What follows belongs to an exercise in optimizing a design on an open flow for small area, a short achievable clock period and few clock cycles; a production flow would make more cautious choices.
The RTL was checked by simulation tests, not by an equivalence proof against the original design.

==> build 2: inputs <==
==> flow/design.v (excerpt) <==
module tfx #(
  parameter PREMUL_ROUND = 0           
) (
  input  wire        clk,
  input  wire        rst,              
  input  wire        req,
  input  wire        we,
  input  wire [3:0]  addr,             
  input  wire [31:0] wdata,
  output wire        ready,
  output reg  [31:0] rdata
);
==> flow/config.mk <==
export PLATFORM = sky130hd
export DESIGN_NAME = tfx
export DESIGN_NICKNAME = tfx
export VERILOG_FILES = /design/flow/design.v
export SDC_FILE = /design/flow/constraint.sdc
export NUM_CORES = 4
export LEC_CHECK = 0
export CAP_MARGIN = 20
export CORE_MARGIN = 2
export CORE_UTILIZATION = 50
export PLACE_DENSITY = 0.6
export SETUP_SLACK_MARGIN = 5
export SLEW_MARGIN = 20
==> flow/constraint.sdc <==
create_clock -name core_clock -period 20.0 [get_ports {clk}]
set_input_delay 4.0000 -clock core_clock [delete_from_list [all_inputs] [get_ports {clk}]]
set_output_delay 4.0000 -clock core_clock [all_outputs]
set_load 0.01 [all_outputs]
standard.sh (not shown) runs the stock make flow with config.mk's settings and CLKGATE_MAP_FILE= SYNTH_SCRIPT=/design/flow/synth_recipe.tcl, a recipe that flattens the netlist after the stock synthesis.
==> flow/flow/run.sh <==
#!/bin/bash
set -euo pipefail
bash standard.sh SETUP_SLACK_MARGIN=10 TNS_END_PERCENT=100 finish > orfs_make.log 2>&1
==> inputs of build 74, as changes to build 2 <==
--- a/flow/design.v
+++ b/flow/design.v
@@ -18,15 +18,15 @@
   localparam [7:0] OP_NOP = 8'h00, OP_CLEAR = 8'h01, OP_SETN = 8'h02, OP_SETDIM = 8'h03,
                    OP_D2XY = 8'h04, OP_XY2D = 8'h05, OP_BOUNDS = 8'h06,
                    OP_QH = 8'h10, OP_QC = 8'h11, OP_QL = 8'h12, OP_QA = 8'h13,
                    OP_DQH = 8'h18, OP_DQC = 8'h19, OP_DQL = 8'h1A,
                    OP_PREMUL = 8'h20, OP_UNPREMUL = 8'h21, OP_NALPHA = 8'h22;
   localparam [3:0] E_NONE = 4'd0, E_ILLEGAL = 4'd1, E_ORDER = 4'd2, E_DIMS = 4'd3,
                    E_DIST = 4'd4, E_COORD = 4'd5;
-  localparam [2:0] M_DIV = 3'd0, M_QH = 3'd1, M_SET = 3'd2, M_MOD = 3'd3, M_ZT = 3'd4, M_QH2 = 3'd5;
+  localparam [2:0] M_DIV = 3'd0, M_QH = 3'd1, M_SET = 3'd2, M_MOD = 3'd3, M_ZT = 3'd4;
   localparam [1:0] S_QA = 2'd0, S_PM = 2'd1, S_QC = 2'd2, S_QH = 2'd3;
   reg [4:0]  olog;                     
   reg [31:0] nreq, width, height, dist_r, coord, native;
   reg [63:0] f;
   reg [7:0]  qbyte, abyte;
   reg [3:0]  err_last, err_first;
   reg        inb, nan_flag;
@@ -377,16 +377,14 @@
   reg  signed [5:0] dv_e;              
   wire [31:0] nat_nx = (wr_acc && addr == A_NATIVE) ? wdata : native;
   wire [4:0]  px_la  = lzc16(nat_nx[31:16]);
   wire [4:0]  px_lc  = lzc16(nat_nx[15:0]);
   wire [15:0] px_d   = nat_nx[31:16] << px_la[3:0];
   wire [15:0] px_x   = nat_nx[15:0] << px_lc[3:0];
   wire        px_lt  = (px_x < px_d);
-  wire [17:0] dv_pr  = {1'b0, px_lt ? {px_x, 1'b0} : {1'b0, px_x}};
-  wire signed [5:0] dv_pe = $signed({1'b0, px_la}) - $signed({1'b0, px_lc}) - (px_lt ? 6'sd1 : 6'sd0);
   function [17:0] dv_step(input [17:0] r, input [15:0] d);
     reg [18:0] t;
     begin
       t = ks19({r, 1'b0}, r[17] ? {2'b00, d, 1'b0} : ~{2'b00, d, 1'b0}, ~r[17]);
       dv_step = t[17:0];
     end
   endfunction
@@ -447,52 +445,44 @@
   wire [24:0] qc_w    = f_sign ? {1'b0, ~q255[24:1]} : {1'b1, q255[24:1]};
   wire [7:0]  qc_b0   = qc_w[24:17];
   wire        qc_top  = (qc_w[16:9] == 8'hFF) && (qc_b0 != 8'hFF);
   wire        qc_bot  = (qc_w[16:9] == 8'h00) && (qc_b0 != 8'h00);
   wire [7:0]  qc_k    = qc_bot ? (qc_b0 - 8'd1) : qc_b0;
   wire [11:0] qh_yh   = sh_q[30:19] + 12'd3;
   wire [27:0] qh_y    = {qh_yh, sh_q[18:3]};
-  wire [10:0] qh_i1   = sh_ovf ? 11'h7FF : qh_y[27:17];
-  wire [10:0] qh_i    = dv_r[17:7];
-  wire [6:0]  qh_fr   = dv_r[6:0];
-  wire        qh_big  = (qh_i >= 11'd768);
+  wire [10:0] qh_i    = qh_y[27:17];
+  wire        qh_big  = sh_ovf || (qh_i >= 11'd768);
   wire [9:0]  qh_i10  = qh_i[9:0];
   wire [7:0]  qh_q3   = 8'(qh_i10 / 10'd3);
   wire [1:0]  qh_r3   = 2'(qh_i10 % 10'd3);
-  wire        qh_top  = !qh_big && (qh_r3 == 2'd2) && (qh_fr == 7'h7F) && (qh_q3 != 8'd255);
-  wire        qh_bot  = !qh_big && (qh_r3 == 2'd0) && (qh_fr == 7'h00) && (qh_q3 != 8'd0);
+  wire        qh_top  = !qh_big && (qh_r3 == 2'd2) && (qh_y[16:10] == 7'h7F) && (qh_q3 != 8'd255);
+  wire        qh_bot  = !qh_big && (qh_r3 == 2'd0) && (qh_y[16:10] == 7'h00) && (qh_q3 != 8'd0);
   wire [7:0]  qh_b    = qh_big ? 8'hFF : qh_bot ? (qh_q3 - 8'd1) : qh_q3;
   reg [1:0]  sop;
-  reg [4:0]  sl_e;                     
-  reg        sl_s6;                    
+  reg [6:0]  sl_p1, sl_p2, sl_ep;
+  reg [2:0]  sl_off, sl_g;
   reg signed [13:0] zacc;
   reg        sc_car, sc_g, sc_st, sq, rbq, sl_sig;
-  wire [2:0]  sl_off  = (sop == S_QH) ? (sl_s6 ? 3'd6 : 3'd5) : (sop == S_QC) ? 3'd0 : 3'd2;
-  wire [7:0]  st_u    = {1'b0, cnt} + {{3{sl_e[4]}}, sl_e};
   wire [6:0]  st_t    = cnt - {4'd0, sl_off};
   wire        st_pre  = (cnt < {4'd0, sl_off});
   wire        st_rot  = !st_pre && (st_t < 7'd64);
   wire        st_m    = st_pre ? 1'b0 : (st_t < 7'd52) ? f[0] : (st_t == 7'd52);
   wire [7:0]  st_c    = (sop == S_PM) ? abyte : (sop == S_QH) ? 8'd17 : 8'd255;
   wire [8:0]  st_k2p1 = {qbyte, 1'b1};
   wire signed [13:0] st_k1 = (sop == S_QH) ? -$signed({3'b000, st_k2p1, 1'b0} + {4'b0000, st_k2p1})
                                            : -$signed({5'b00000, st_k2p1});
   wire signed [13:0] st_k2 = (sop == S_QH) ? 14'sd3 : 14'sd1;
   wire        sc_mm   = sl_sig ? ~st_m : st_m;
-  wire        sc_ep   = (st_u == 8'd52);
+  wire        sc_ep   = (cnt == sl_ep);
   wire        sc_bit  = sc_mm ^ sc_ep ^ sc_car;
   wire        sc_carn = (sc_mm & sc_ep) | (sc_mm & sc_car) | (sc_ep & sc_car);
   wire [1:0]  st_b    = (sop == S_QC) ? ({1'b0, sq} + {1'b0, rbq}) : {1'b0, st_m};
   wire signed [13:0] st_s1 = (st_b == 2'd0) ? 14'sd0 :
                              (st_b == 2'd1) ? $signed({6'd0, st_c}) : $signed({5'd0, st_c, 1'b0});
-  wire [7:0]  st_p1   = (sop == S_QH) ? (sl_s6 ? 8'd60 : 8'd59) : 8'd53;
-  wire [7:0]  st_p2   = (sop == S_QH) ? 8'({st_j[6], st_j} + (sl_s6 ? 8'd8 : 8'd7)) : 8'({st_j[6], st_j} + 8'd1);
-  wire signed [13:0] st_s2 = (st_u == st_p1) ? st_k1 : (st_u == st_p2) ? st_k2 : 14'sd0;
-  wire [7:0]  st_ug   = sl_sig ? 8'hFF : 8'h00;
-  wire signed [7:0] st_ud = $signed(st_u) - $signed(st_ug);      
+  wire signed [13:0] st_s2 = (cnt == sl_p1) ? st_k1 : (cnt == sl_p2) ? st_k2 : 14'sd0;
   wire signed [13:0] st_sum = zacc + st_s1 + st_s2;
   wire signed [13:0] st_nx  = st_sum >>> 1;
   wire [5:0]  a45     = zacc[5:0];
   wire [5:0]  pw45    = zacc[11:6];
   wire        m45_m   = (cnt < 7'd52) ? f[0] : (cnt == 7'd52);
   wire [6:0]  m45_s   = {1'b0, a45} + (m45_m ? {1'b0, pw45} : 7'd0);
   wire [5:0]  m45_a   = (m45_s >= 7'd45) ? 6'(m45_s - 7'd45) : m45_s[5:0];
@@ -505,14 +495,15 @@
   always @(*) begin
     st_j = 7'h7E;
     for (ji = 0; ji < 8; ji = ji + 1)
       if (qbyte[ji]) st_j = ji[6:0];
   end
   wire [6:0]  e7      = f_e[6:0];
   wire        qh_s5   = (f_frac[51:44] >= 8'h68);         
+  wire [6:0]  qh_s    = qh_s5 ? 7'd5 : 7'd6;
   task automatic fail(input [3:0] e);
     begin
       err_last <= e;
       if (err_first == E_NONE) err_first <= e;
     end
   endtask
   task automatic slow_start(input [1:0] so, input [7:0] k);
@@ -539,17 +530,17 @@
       err_first <= 4'd0;
       inb       <= 1'b0;
       nan_flag  <= 1'b0;
       busy      <= 1'b0;
       mode      <= M_DIV;
       cnt       <= 7'd0;
     end else if (!busy) begin
-      dv_r <= dv_pr;
+      dv_r <= {1'b0, px_lt ? {px_x, 1'b0} : {1'b0, px_x}};
       dv_d <= px_d;
-      dv_e <= dv_pe;
+      dv_e <= $signed({1'b0, px_la}) - $signed({1'b0, px_lc}) - (px_lt ? 6'sd1 : 6'sd0);
       mode <= M_DIV;
       if (wr_acc) begin
         case (addr)
           A_NREQ:   nreq   <= wdata;
           A_WIDTH:  width  <= wdata;
           A_HEIGHT: height <= wdata;
           A_DIST:   dist_r <= wdata;
@@ -630,35 +621,26 @@
               endcase
             end
           end
           default: ;
         endcase
       end
     end else begin
-      if (mode != M_DIV || cnt == 7'd10) begin
-        dv_r <= dv_pr;
-        dv_d <= px_d;
-        dv_e <= dv_pe;
-      end
       case (mode)
         M_DIV: begin
+          dv_r <= dv_r5;
           cnt  <= cnt + 7'd1;
           if (cnt == 7'd10) begin
             f    <= pk_f;
             busy <= 1'b0;
           end else begin
-            dv_r <= dv_r5;
-            f    <= {f[58:0], dv_q5};
+            f <= {f[58:0], dv_q5};
           end
         end
         M_QH: begin
-          dv_r <= {qh_i1, qh_y[16:10]};
-          mode <= M_QH2;
-        end
-        M_QH2: begin
           if (qh_top || qh_bot) slow_start(S_QH, qh_b);
           else begin
             qbyte <= qh_b;
             busy  <= 1'b0;
           end
         end
         M_SET: begin
@@ -666,22 +648,39 @@
           zacc   <= 14'sd0;
           sc_car <= f_sign;
           sl_sig <= f_sign;
           sc_g   <= 1'b0;
           sc_st  <= 1'b0;
           sq     <= 1'b0;
           rbq    <= 1'b0;
-          sl_e   <= e7[4:0];
-          sl_s6  <= !qh_s5;
-          if (sop == S_QH) begin
-            mode <= M_MOD;
-            zacc <= {2'b00, qh_s5 ? 6'd32 : 6'd19, 6'd0};
-          end else begin
-            mode <= M_ZT;
-          end
+          sl_ep  <= 7'(7'd52 - e7);
+          case (sop)
+            S_QH: begin
+              mode   <= M_MOD;
+              zacc   <= {2'b00, qh_s5 ? 6'd32 : 6'd19, 6'd0};
+              sl_off <= qh_s[2:0];
+              sl_p1  <= 7'(7'd54 + qh_s - e7);
+              sl_p2  <= 7'(st_j + 7'd2 + qh_s - e7);
+            end
+            S_QC: begin
+              mode   <= M_ZT;
+              sl_off <= 3'd0;
+              sl_p1  <= 7'(7'd53 - e7);
+              sl_p2  <= 7'(st_j + 7'd1 - e7);
+            end
+            default: begin
+              mode   <= M_ZT;
+              sl_off <= 3'd2;
+              sl_p1  <= 7'(7'd53 - e7);
+              sl_p2  <= 7'(st_j + 7'd1 - e7);
+            end
+          endcase
+          if (!f_sign)              sl_g <= 3'(7'd0 - e7);
+          else if (f_e == -13'sd1)  sl_g <= 3'd0;
+          else                      sl_g <= 3'(7'h7F - e7);
         end
         M_MOD: begin
           f    <= {f[0], f[63:1]};
           zacc <= {2'b00, m45_p, m45_a};
           cnt  <= cnt + 7'd1;
           if (cnt == 7'd63) begin
             zacc <= m45_k0;
@@ -689,18 +688,18 @@
             mode <= M_ZT;
           end
         end
         default: begin    
           if (st_rot) f <= {f[0], f[63:1]};
           zacc   <= st_nx;
           sc_car <= sc_carn;
-          sq     <= (st_ud >= 8'sd0) ? sc_bit : 1'b0;
-          rbq    <= (st_ud == 8'sd0) ? (sc_g & (sc_st | sc_bit)) : 1'b0;
-          if (st_ud == -8'sd1) sc_g <= sc_bit;
-          if (st_ud <  -8'sd1) sc_st <= sc_st | sc_bit;
+          sq     <= (cnt >= {4'd0, sl_g}) ? sc_bit : 1'b0;
+          rbq    <= (cnt == {4'd0, sl_g}) ? (sc_g & (sc_st | sc_bit)) : 1'b0;
+          if (cnt + 7'd1 == {4'd0, sl_g}) sc_g <= sc_bit;
+          if (cnt + 7'd1 <  {4'd0, sl_g}) sc_st <= sc_st | sc_bit;
           cnt <= cnt + 7'd1;
           if (cnt == 7'd71) begin
             if (!st_nx[13]) qbyte <= qbyte + 8'd1;
             busy <= 1'b0;
           end
         end
       endcase
==> flow/run.sh (new file) <==
#!/bin/bash
# synth_recipe.tcl (not shown) runs the flow's synth.tcl, then flattens the netlist and writes it again
# the make line also repeats each setting of config.mk as NAME=value (left out here)
make -C /OpenROAD-flow-scripts/flow DESIGN_CONFIG=/design/flow/config.mk WORK_HOME=/design/flow/orfs CLKGATE_MAP_FILE= SYNTH_SCRIPT=/design/flow/synth_recipe.tcl finish
removed: flow/flow/run.sh
removed: flow/standard.sh
==> impl_results.rst <==
.. list-table::
   :header-rows: 1

   * - Metric
     - Value
   * - Share of post-route cells with drive strength above 1
     - 6.14%
   * - Area of the placeable core
     - 0.111 sq mm
   * - Initial antenna violation count
     - 7
   * - Number of buffers inserted during clock tree synthesis
     - 50
   * - Post-synthesis share of cell area spent on and, or, nand and nor gates
     - 23.5%
   * - Cell types occupying the most area after synthesis
     - sky130_fd_sc_hd__dfxtp_1 (11%), sky130_fd_sc_hd__ha_1 (9.4%), sky130_fd_sc_hd__a21oi_1 (6.5%)
   * - Storage cell area
     - 0.00863 sq mm
   * - Routed wire length per instance
     - 26.8 um
   * - Standard-cell rows
     - 122
   * - Run status
     - finished clean
(the above is from build 74)
==> impl_results.rst <==
.. list-table::
   :header-rows: 1

   * - Metric
     - Value
   * - Run status
     - finished clean
   * - Critical hold path startpoint
     - nreq[27]$_SDFFE_PP0P_
   * - Initial antenna violation count
     - 14
   * - Number of buffers inserted during clock tree synthesis
     - 48
   * - Area of the placeable core
     - 0.107 sq mm
   * - Number of nets in the layout
     - 8166
   * - Post-synthesis share of cell area spent on and, or, nand and nor gates
     - 23.2%
   * - Register fraction of the total cell area
     - 13.0%
   * - Total count of hold-check failures in the final report
     - 0
   * - Storage cell area
     - 0.00802 sq mm
   * - Standard-cell rows
     - 120
   * - Routed wire length per instance
     - 28.4 um
   * - Portion of the clock cycle consumed by the worst path in the final layout
     - 54.5%
(the above is from build 2)
Testbench counts of build 2, summed over its fixed seeds: cycles 25,622.
Testbench counts of build 74, summed over its fixed seeds: cycles 25,447.

## re-timing with driven ports
No port has a modelled driver above. Below, the same layouts with a new extraction and two added sets of constraints. Step 1 assumes that a clkbuf_16 drives the clock port and a buf_2 every other input. Step 2 adds t to the input delays and takes it off the output delays; t is the mean of the earliest and latest rising clock arrival at the registers after step 1. Input paths then give back, and output paths get back, about the clock's delay inside the block. Three values: ideal ports, drivers, drivers and shift; two values: the first two.
run | shift t [ns] | setup slack, ns | hold WS [ns] | worst slew at a driven data input, ns
build 2 | 0.731 | 9.098 / 9.098 / 9.098 | 0.476 / 0.476 / 0.476 | 0.05
build 74 | 0.723 | 5.912 / 5.912 / 5.912 | 0.479 / 0.479 / 0.479 | 0.06
After both steps every run listed still meets setup and hold.
